Source: an optimization exercise on an open RTL-to-GDS flow (aim: small area, a short achievable clock period and few clock cycles). Production flows keep margins and buffers that such runs may drop.
For this run, only the layout was checked, not whether the RTL still works.
Power figures rest on the tool's default switching activity, not on a simulated workload.

===== design/flow/run.sh =====
#!/bin/bash
# synth_recipe.tcl (not shown) runs the flow's synth.tcl, then flattens the netlist and writes it again
# the make line also repeats each setting of config.mk as NAME=value (left out here)
make -C /OpenROAD-flow-scripts/flow DESIGN_CONFIG=/design/flow/config.mk WORK_HOME=/design/flow/orfs CLKGATE_MAP_FILE= SYNTH_SCRIPT=/design/flow/synth_recipe.tcl finish

===== design/flow/config.mk =====
export PLATFORM = sky130hd
export DESIGN_NAME = retro24_cpu
export DESIGN_NICKNAME = retro24_cpu
export VERILOG_FILES = /design/flow/design.v
export SDC_FILE = /design/flow/constraint.sdc
export NUM_CORES = 4
export LEC_CHECK = 0
export CAP_MARGIN = 20
export CORE_MARGIN = 2
export CORE_UTILIZATION = 30
export SLEW_MARGIN = 20

===== design/flow/constraint.sdc =====
create_clock -name core_clock -period 7.0 [get_ports {clk}]
set_input_delay 1.4000 -clock core_clock [delete_from_list [all_inputs] [get_ports {clk}]]
set_output_delay 1.4000 -clock core_clock [all_outputs]
set_load 0.01 [all_outputs]

===== design/flow/design.v =====
module retro24_cpu (
    input  wire        clk,
    input  wire        rst,
    output reg         mem_valid,
    output reg         mem_we,
    output reg  [15:0] mem_addr,
    output reg  [7:0]  mem_wdata,
    input  wire        mem_ready,
    input  wire [7:0]  mem_rdata,
    output wire        halted,
    output wire        fault,
    output wire [7:0]  r0,
    output wire [7:0]  r1,
    output wire [7:0]  r2,
    output wire [7:0]  r3,
    output wire [15:0] ic,
    output wire [15:0] ar,
    output wire [7:0]  tick,
    output wire [7:0]  tock
);
    localparam [15:0] ADDR_TICK = 16'h0001;
    localparam [15:0] ADDR_TOCK = 16'h0002;
    localparam [7:0] OP_NUL = 8'h00, OP_MAR = 8'h01, OP_SIC = 8'h02, OP_RAR = 8'h03,
                     OP_AAR = 8'h04, OP_IR0 = 8'h05, OP_A01 = 8'h06, OP_DR0 = 8'h07,
                     OP_S01 = 8'h08, OP_X12 = 8'h09, OP_X01 = 8'h10, OP_JMP = 8'h11,
                     OP_SR0 = 8'h12, OP_SRW = 8'h13, OP_LR0 = 8'h14, OP_LRW = 8'h15,
                     OP_TAW = 8'h16, OP_MR0 = 8'h17, OP_MRW = 8'h18, OP_JZ0 = 8'h19,
                     OP_JGW = 8'h20, OP_JEW = 8'h21, OP_OR0 = 8'h22, OP_AN0 = 8'h23,
                     OP_JE0 = 8'h24, OP_C01 = 8'h25, OP_C02 = 8'h26, OP_IRW = 8'h27,
                     OP_DRW = 8'h28, OP_X03 = 8'h29, OP_C03 = 8'h2A, OP_C30 = 8'h2B,
                     OP_PL0 = 8'h2C, OP_PR0 = 8'h2D, OP_HLT = 8'hFF;
    localparam [3:0] S_FETCH  = 4'd0,
                     S_DECODE = 4'd1,
                     S_OP1    = 4'd2,
                     S_OP2    = 4'd3,
                     S_EXEC   = 4'd4,
                     S_MEM0   = 4'd5,
                     S_MEM1   = 4'd6,
                     S_COMMIT = 4'd7,
                     S_HALT   = 4'd8,
                     S_FAULT  = 4'd9;
    reg [3:0]  state;
    reg [7:0]  R0, R1, R2, R3;
    reg [15:0] IC, AR;
    reg [7:0]  TICK, TOCK;
    reg [7:0]  opcode, op1, op2;
    assign r0 = R0;
    assign r1 = R1;
    assign r2 = R2;
    assign r3 = R3;
    assign ic = IC;
    assign ar = AR;
    assign tick = TICK;
    assign tock = TOCK;
    assign halted = (state == S_HALT);
    assign fault  = (state == S_FAULT);
    function [1:0] op_len;           
        input [7:0] op;
        begin
            case (op)
                OP_MAR, OP_MRW:                         op_len = 2'd3;
                OP_MR0, OP_OR0, OP_AN0, OP_JE0:         op_len = 2'd2;
                OP_NUL, OP_SIC, OP_RAR, OP_AAR, OP_IR0, OP_A01, OP_DR0, OP_S01,
                OP_X12, OP_X01, OP_JMP, OP_SR0, OP_SRW, OP_LR0, OP_LRW, OP_TAW,
                OP_JZ0, OP_JGW, OP_JEW, OP_C01, OP_C02, OP_IRW, OP_DRW, OP_X03,
                OP_C03, OP_C30, OP_PL0, OP_PR0, OP_HLT:  op_len = 2'd1;
                default:                                op_len = 2'd0;
            endcase
        end
    endfunction
    wire [1:0] len = op_len(opcode);
    wire is_store = (opcode == OP_SIC) || (opcode == OP_SR0) || (opcode == OP_SRW);
    wire is_load  = (opcode == OP_LR0) || (opcode == OP_LRW);
    wire is_two   = (opcode == OP_SIC) || (opcode == OP_SRW) || (opcode == OP_LRW);
    wire [15:0] ar_plus1 = AR + 16'd1;
    wire [15:0] mem_ptr  = (state == S_MEM1) ? ar_plus1 : AR;
    wire        ptr_mirror = (mem_ptr == ADDR_TICK) || (mem_ptr == ADDR_TOCK);
    always @(*) begin
        mem_valid = 1'b0;
        mem_we    = 1'b0;
        mem_addr  = IC;
        mem_wdata = 8'h00;
        case (state)
            S_FETCH: begin
                mem_valid = 1'b1;
                mem_addr  = IC;
            end
            S_OP1: begin
                mem_valid = 1'b1;
                mem_addr  = IC + 16'd1;
            end
            S_OP2: begin
                mem_valid = 1'b1;
                mem_addr  = IC + 16'd2;
            end
            S_MEM0, S_MEM1: begin
                mem_valid = !(is_store && ptr_mirror);
                mem_we    = is_store;
                mem_addr  = mem_ptr;
                case (opcode)
                    OP_SR0: mem_wdata = R0;
                    OP_SRW: mem_wdata = (state == S_MEM0) ? R1 : R2;
                    OP_SIC: mem_wdata = (state == S_MEM0) ? IC[7:0] : IC[15:8];
                    default: mem_wdata = 8'h00;
                endcase
            end
            default: ;
        endcase
    end
    wire [7:0] rdata = (mem_addr == ADDR_TICK) ? TICK :
                       (mem_addr == ADDR_TOCK) ? TOCK : mem_rdata;
    wire bus_done = mem_valid && mem_ready;
    wire [8:0] add_sum  = {1'b0, R1} + {1'b0, (opcode == OP_IRW) ? 8'd1 : R0};
    wire [7:0] sub_rhs  = (opcode == OP_DRW) ? 8'd1 : R0;
    wire       sub_neg  = R1 < sub_rhs;
    wire take_jump = (opcode == OP_JMP) ||
                     (opcode == OP_JZ0 && R0 == 8'h00) ||
                     (opcode == OP_JGW && R1 > R2) ||
                     (opcode == OP_JEW && R1 == R2) ||
                     (opcode == OP_JE0 && R0 == op1);
    always @(posedge clk) begin
        if (rst) begin
            state  <= S_FETCH;
            R0     <= 8'h00;
            R1     <= 8'h00;
            R2     <= 8'h00;
            R3     <= 8'h00;
            IC     <= 16'h0100;
            AR     <= 16'h0000;
            TICK   <= 8'h00;
            TOCK   <= 8'hFF;
            opcode <= 8'h00;
            op1    <= 8'h00;
            op2    <= 8'h00;
        end else begin
            case (state)
                S_FETCH: if (bus_done) begin
                    opcode <= rdata;
                    state  <= S_DECODE;
                end
                S_DECODE: begin
                    if (len == 2'd0)
                        state <= S_FAULT;
                    else if (len == 2'd1)
                        state <= S_EXEC;
                    else
                        state <= S_OP1;
                end
                S_OP1: if (bus_done) begin
                    op1   <= rdata;
                    state <= (len == 2'd3) ? S_OP2 : S_EXEC;
                end
                S_OP2: if (bus_done) begin
                    op2   <= rdata;
                    state <= S_EXEC;
                end
                S_EXEC: begin
                    state <= S_COMMIT;
                    case (opcode)
                        OP_MAR: AR <= {op2, op1};
                        OP_RAR: AR <= {R1, R2};
                        OP_AAR: AR <= AR + {8'h00, R0};
                        OP_TAW: begin R1 <= AR[15:8]; R2 <= AR[7:0]; end
                        OP_IR0: if (R0 != 8'hFF) R0 <= R0 + 8'd1;
                        OP_DR0: if (R0 != 8'h00) R0 <= R0 - 8'd1;
                        OP_A01, OP_IRW: begin
                            if (!add_sum[8])
                                R1 <= add_sum[7:0];
                            else if (R2 != 8'hFF) begin
                                R1 <= add_sum[7:0];
                                R2 <= R2 + 8'd1;
                            end else begin
                                R1 <= 8'hFF;
                                R2 <= 8'hFF;
                            end
                        end
                        OP_S01, OP_DRW: begin
                            if (!sub_neg)
                                R1 <= R1 - sub_rhs;
                            else if (R2 != 8'h00) begin
                                R1 <= sub_rhs - R1;
                                R2 <= R2 - 8'd1;
                            end else begin
                                R1 <= 8'h00;
                                R2 <= 8'h00;
                            end
                        end
                        OP_OR0: R0 <= R0 | op1;
                        OP_AN0: R0 <= R0 & op1;
                        OP_PL0: R0 <= {R0[6:0], 1'b0};
                        OP_PR0: R0 <= {1'b0, R0[7:1]};
                        OP_MR0: R0 <= op1;
                        OP_MRW: begin R1 <= op1; R2 <= op2; end
                        OP_X12: begin R1 <= R2; R2 <= R1; end
                        OP_X01: begin R0 <= R1; R1 <= R0; end
                        OP_X03: begin R0 <= R3; R3 <= R0; end
                        OP_C01: R1 <= R0;
                        OP_C02: R2 <= R0;
                        OP_C03: R3 <= R0;
                        OP_C30: R0 <= R3;
                        default: ;
                    endcase
                    if (is_store || is_load)
                        state <= S_MEM0;
                end
                S_MEM0: if (bus_done || !mem_valid) begin
                    if (opcode == OP_LR0) R0 <= rdata;
                    if (opcode == OP_LRW) R1 <= rdata;
                    state <= is_two ? S_MEM1 : S_COMMIT;
                end
                S_MEM1: if (bus_done || !mem_valid) begin
                    if (opcode == OP_LRW) R2 <= rdata;
                    state <= S_COMMIT;
                end
                S_COMMIT: begin
                    if (opcode == OP_HLT)
                        state <= S_HALT;
                    else begin
                        state <= S_FETCH;
                        if (take_jump)
                            IC <= AR;
                        else
                            IC <= IC + {14'd0, len};
                    end
                    TICK <= TICK + 8'd1;
                    if (TOCK != 8'h00)
                        TOCK <= TOCK - 8'd1;
                end
                S_HALT:  ;
                S_FAULT: ;
                default: state <= S_FAULT;
            endcase
        end
    end
endmodule

==> impl_metrics.toml <==
[run_status]
outcome = "timing/DRC/antenna clean"

[floorplan]
num_rows = 72
die_w_um = 201
die-area_um2 = 40500
io_pins = 119
coreArea_um2 = 38500
initial_core_util_pct = 30.3
dieHeight_um = 201

[route]
met2_length_um = 23200
top_layer = "met4"
wl_per_cell_um = 24.2
drc = 0
routed-wl-met3_um = 5430
dr.pass1.iters = 5
postRouteAntennaNets = 0
wl_met1_um = 22700
vias_per_cell = 6.21
via_count = 13600
drt-initial-drc-count = 1740
wl_um = 53000

[finish]
final_cell_mix = "nor2_1, a21oi_1, nand2_1"
finish.instance_area_um2 = 13400
fin_nets = 1757
syn_to_final_growth_pct = 15.1
layout_commonest_cell = "nor2_1"
diodes = 0
drive_above_1_share_pct = 5.02

[setup_path]
worst_setup_path_end_kind = "primary output"
crit_start = "state[2]$_SDFFE_PP0P_"
critPathMaxStageDelay_ns = 0.93
worstPathArrival_ns = 4.18
crit_required_ns = 5.60
critical_path_class = "register to primary output"
path_cells = "nand4bb_1, nor4_2, xnor2_1, or4b_2, a22oi_1, a21oi_1, clkdlybuf4s50_1"
r2r_start = "opcode[3]$_SDFFE_PP0P_"
crit_path_start_kind = "register"
critPathMaxFanout = 29
crit_slowest_cell = "dfxtp_1"

[yosys]
syn_avg_cell_area_um2 = 7.06
yosysUniqueCellTypes = 97
syn-cell-area_um2 = 11700
synthArstFlopShare_pct = 0
ys_warn_count = 1
syn-num-nets = 1741
syn_inst = 1652
seq_area_frac_synth_pct = 18.5
synth_ff_type = "dfxtp_1"
ys_ff_latch = 108
synth_edf_count = 0

[pwr]
power_leakage_nw = 4.56
power.density_nw_per_um2 = 200
ir_worst_vdd_mv = 0.132

[grt]
antenna_found_initial = 0
grt_usage_pct = 25.5
gr-total-overflow = 0
grt_max_degree = 61
grt_pass1_wl_um = 80200
grt_pass1_vias = 12600

[clock_network]
insertion_delay_ns = 0.37
cts_buffers = 9
cts-hold-fix-buffers = 0
clkSinkCount = 108
cts_buffer_depth = 2
root_buffer = "clkbuf_16"
cts_tree = "yes"
cts_setup_buffers = 0
cts_resized = 0
clk_pin_slew_ns = 0.08
htreeDepth = 3

[sta]
setup_viol = 0
drv_slew = 0
relSlewSlack_pct = 20.3
finalCritPeriodShare_pct = 79.7
worstMarginPinSlew_ns = 1.19
hold_viol_final = 0
fin_skew_ns = 0.0139
period_minus_slack_ns = 5.58
max_freq_mhz = 179
fin_tns_setup_ns = 0
hold_ws_ns = 0.535
rsz0062_at_grt = "no"

[placement]
dpl_cell_area_um2 = 13100
hpwlAfterDp_um = 38800
io_buffers = 118
gp_congestion = 0.962

[run]
cap_viol_max_count = 0

[min_path]
min_path_type = "register to register"
min_from = "R3[6]$_SDFFE_PP0P_"
state kept, by name, summed over array words and instances, names as in the netlist:
register / cells
AR: 16
R3: 8
TOCK: 8
R0: 8
R2: 8
R1: 8
state: 4
TICK: 8
IC: 16
opcode: 8
op1: 8
op2: 8
layout make-up:
class	count	area, µm²
Tap cell	518	648
Fill cell	4186	25000
Clock inverter	5	42.5
Sequential cell	108	2160
Clock buffer	11	253
Timing Repair Buffer	145	1380
Inverter	84	315
Multi-Input combinational cell	1320	8620
synthesized netlist by cell type, drive strengths merged (9+ instances only):
cell type    n  share of area (%)
a21oi      134                5.8
nor4        33                1.9
nor3        50                2.3
nand3       50                2.1
nand2      126                4.1
o31ai       11               0.75
nor2b       19                1.0
o22ai       17               0.91
clkbuf     113                3.6
a221oi      23                1.7
inv         83                2.7
buf         27                1.4
dfxtp      108                 19
a21o        17                1.1
xor2        16                1.2
ha          72                7.7
and3        21                1.1
a31oi       15               0.80
o2111ai      9               0.68
o211ai      19                1.2
nand4       46                2.5
o21a        10               0.64
a211o       10               0.75
nand2b      16               0.86
o21bai      10               0.64
and2        18               0.97
nand3b      12               0.77
o31a         9               0.68
xnor2       41                3.1
mux2i       23                2.0
a221o       14                1.2
o21ai       86                3.7
nor2       193                6.2
a22oi       24                1.5
or3         15               0.80
a211oi      37                2.5
final timing paths:
kind,to,slack (ns),depth (start not counted)
setup / recovery,mem_valid,1.42,7
setup reg to reg,IC[12]$_SDFFE_PP0P_,2.12,16
hold reg to reg,R3[6]$_SDFFE_PP0P_,0.53,2
hold / removal,R3[6]$_SDFFE_PP0P_,0.53,2
logic make-up after synthesis:
group,count (synthesis),synth area share [%]
AO/OA/AOI/OAI,509,29.9
adder cells (fa/ha/maj),79,8.84
AND/OR/NAND/NOR,648,28.3
buffers and inverters,224,7.74
XOR/XNOR,57,4.28
multiplexers,27,2.36
flip-flops,108,18.5
layer usage:
layer	global-route usage [%]	vias to the layer above
li1	-	6153
met1	36.1	6572
met2	39.0	773
met3	4.39	116
met4	8.23	0
met5	0	-
report_power, final:
part | switching [mW] | internal (mW) | total (mW) | leakage (nW)
Clock | 0.271 | 0.266 | 0.537 | 0.148
Sequential | 0.166 | 0.657 | 0.823 | 0.873
Combinational | 0.872 | 0.453 | 1.33 | 3.54
per-stage QoR:
| stage | power (mW) | setup WS [ns] | instances | utilization (%) |
|---|---|---|---|---|
| after floorplan | 1.68 | 3.17 | 1652 | - |
| after global placement | 2.11 | 1.97 | 2175 | 34.1 |
| after detailed placement | 2.12 | 1.91 | 2175 | 34.1 |
| after CTS | 2.65 | 1.49 | 2191 | 34.9 |
| after global routing | 2.82 | 1.24 | 2191 | 34.9 |
| final | 2.69 | 1.42 | 2191 | 34.9 |
critical path: cells and delay by family, from the launching register on:
kind | cells | cell delay (ns)
XOR/XNOR | 1 | 0.19
buffers and inverters | 1 | 0.51
flip-flops | 1 | 0.93
AND/OR/NAND/NOR | 3 | 1.75
AO/OA/AOI/OAI | 2 | 0.42

## separate check: timing with driven ports
Ports are ideal in the flow. The routed layout listed here was re-timed in OpenROAD.
Step 1, drivers: a clkbuf_16 drives clk and a buf_2 each remaining input, both assumed.
Step 2 moves the port delays by t, midway between the first and last clock arrival at a register: inputs arrive t later, outputs are due t later. That takes back most of the time a late clock gives input paths.
a / b / c = no drivers / after step 1 / after step 2; a / b = the first two.
shift t [ns]: 0.418
slack for setup (ns): 1.418 / 1.366 / 1.785
cell pins on the clock port's net: 1
After both steps setup and hold are still met in this run. The setup slack of this run moves by -0.052 ns with the drivers and by +0.367 ns with both steps.
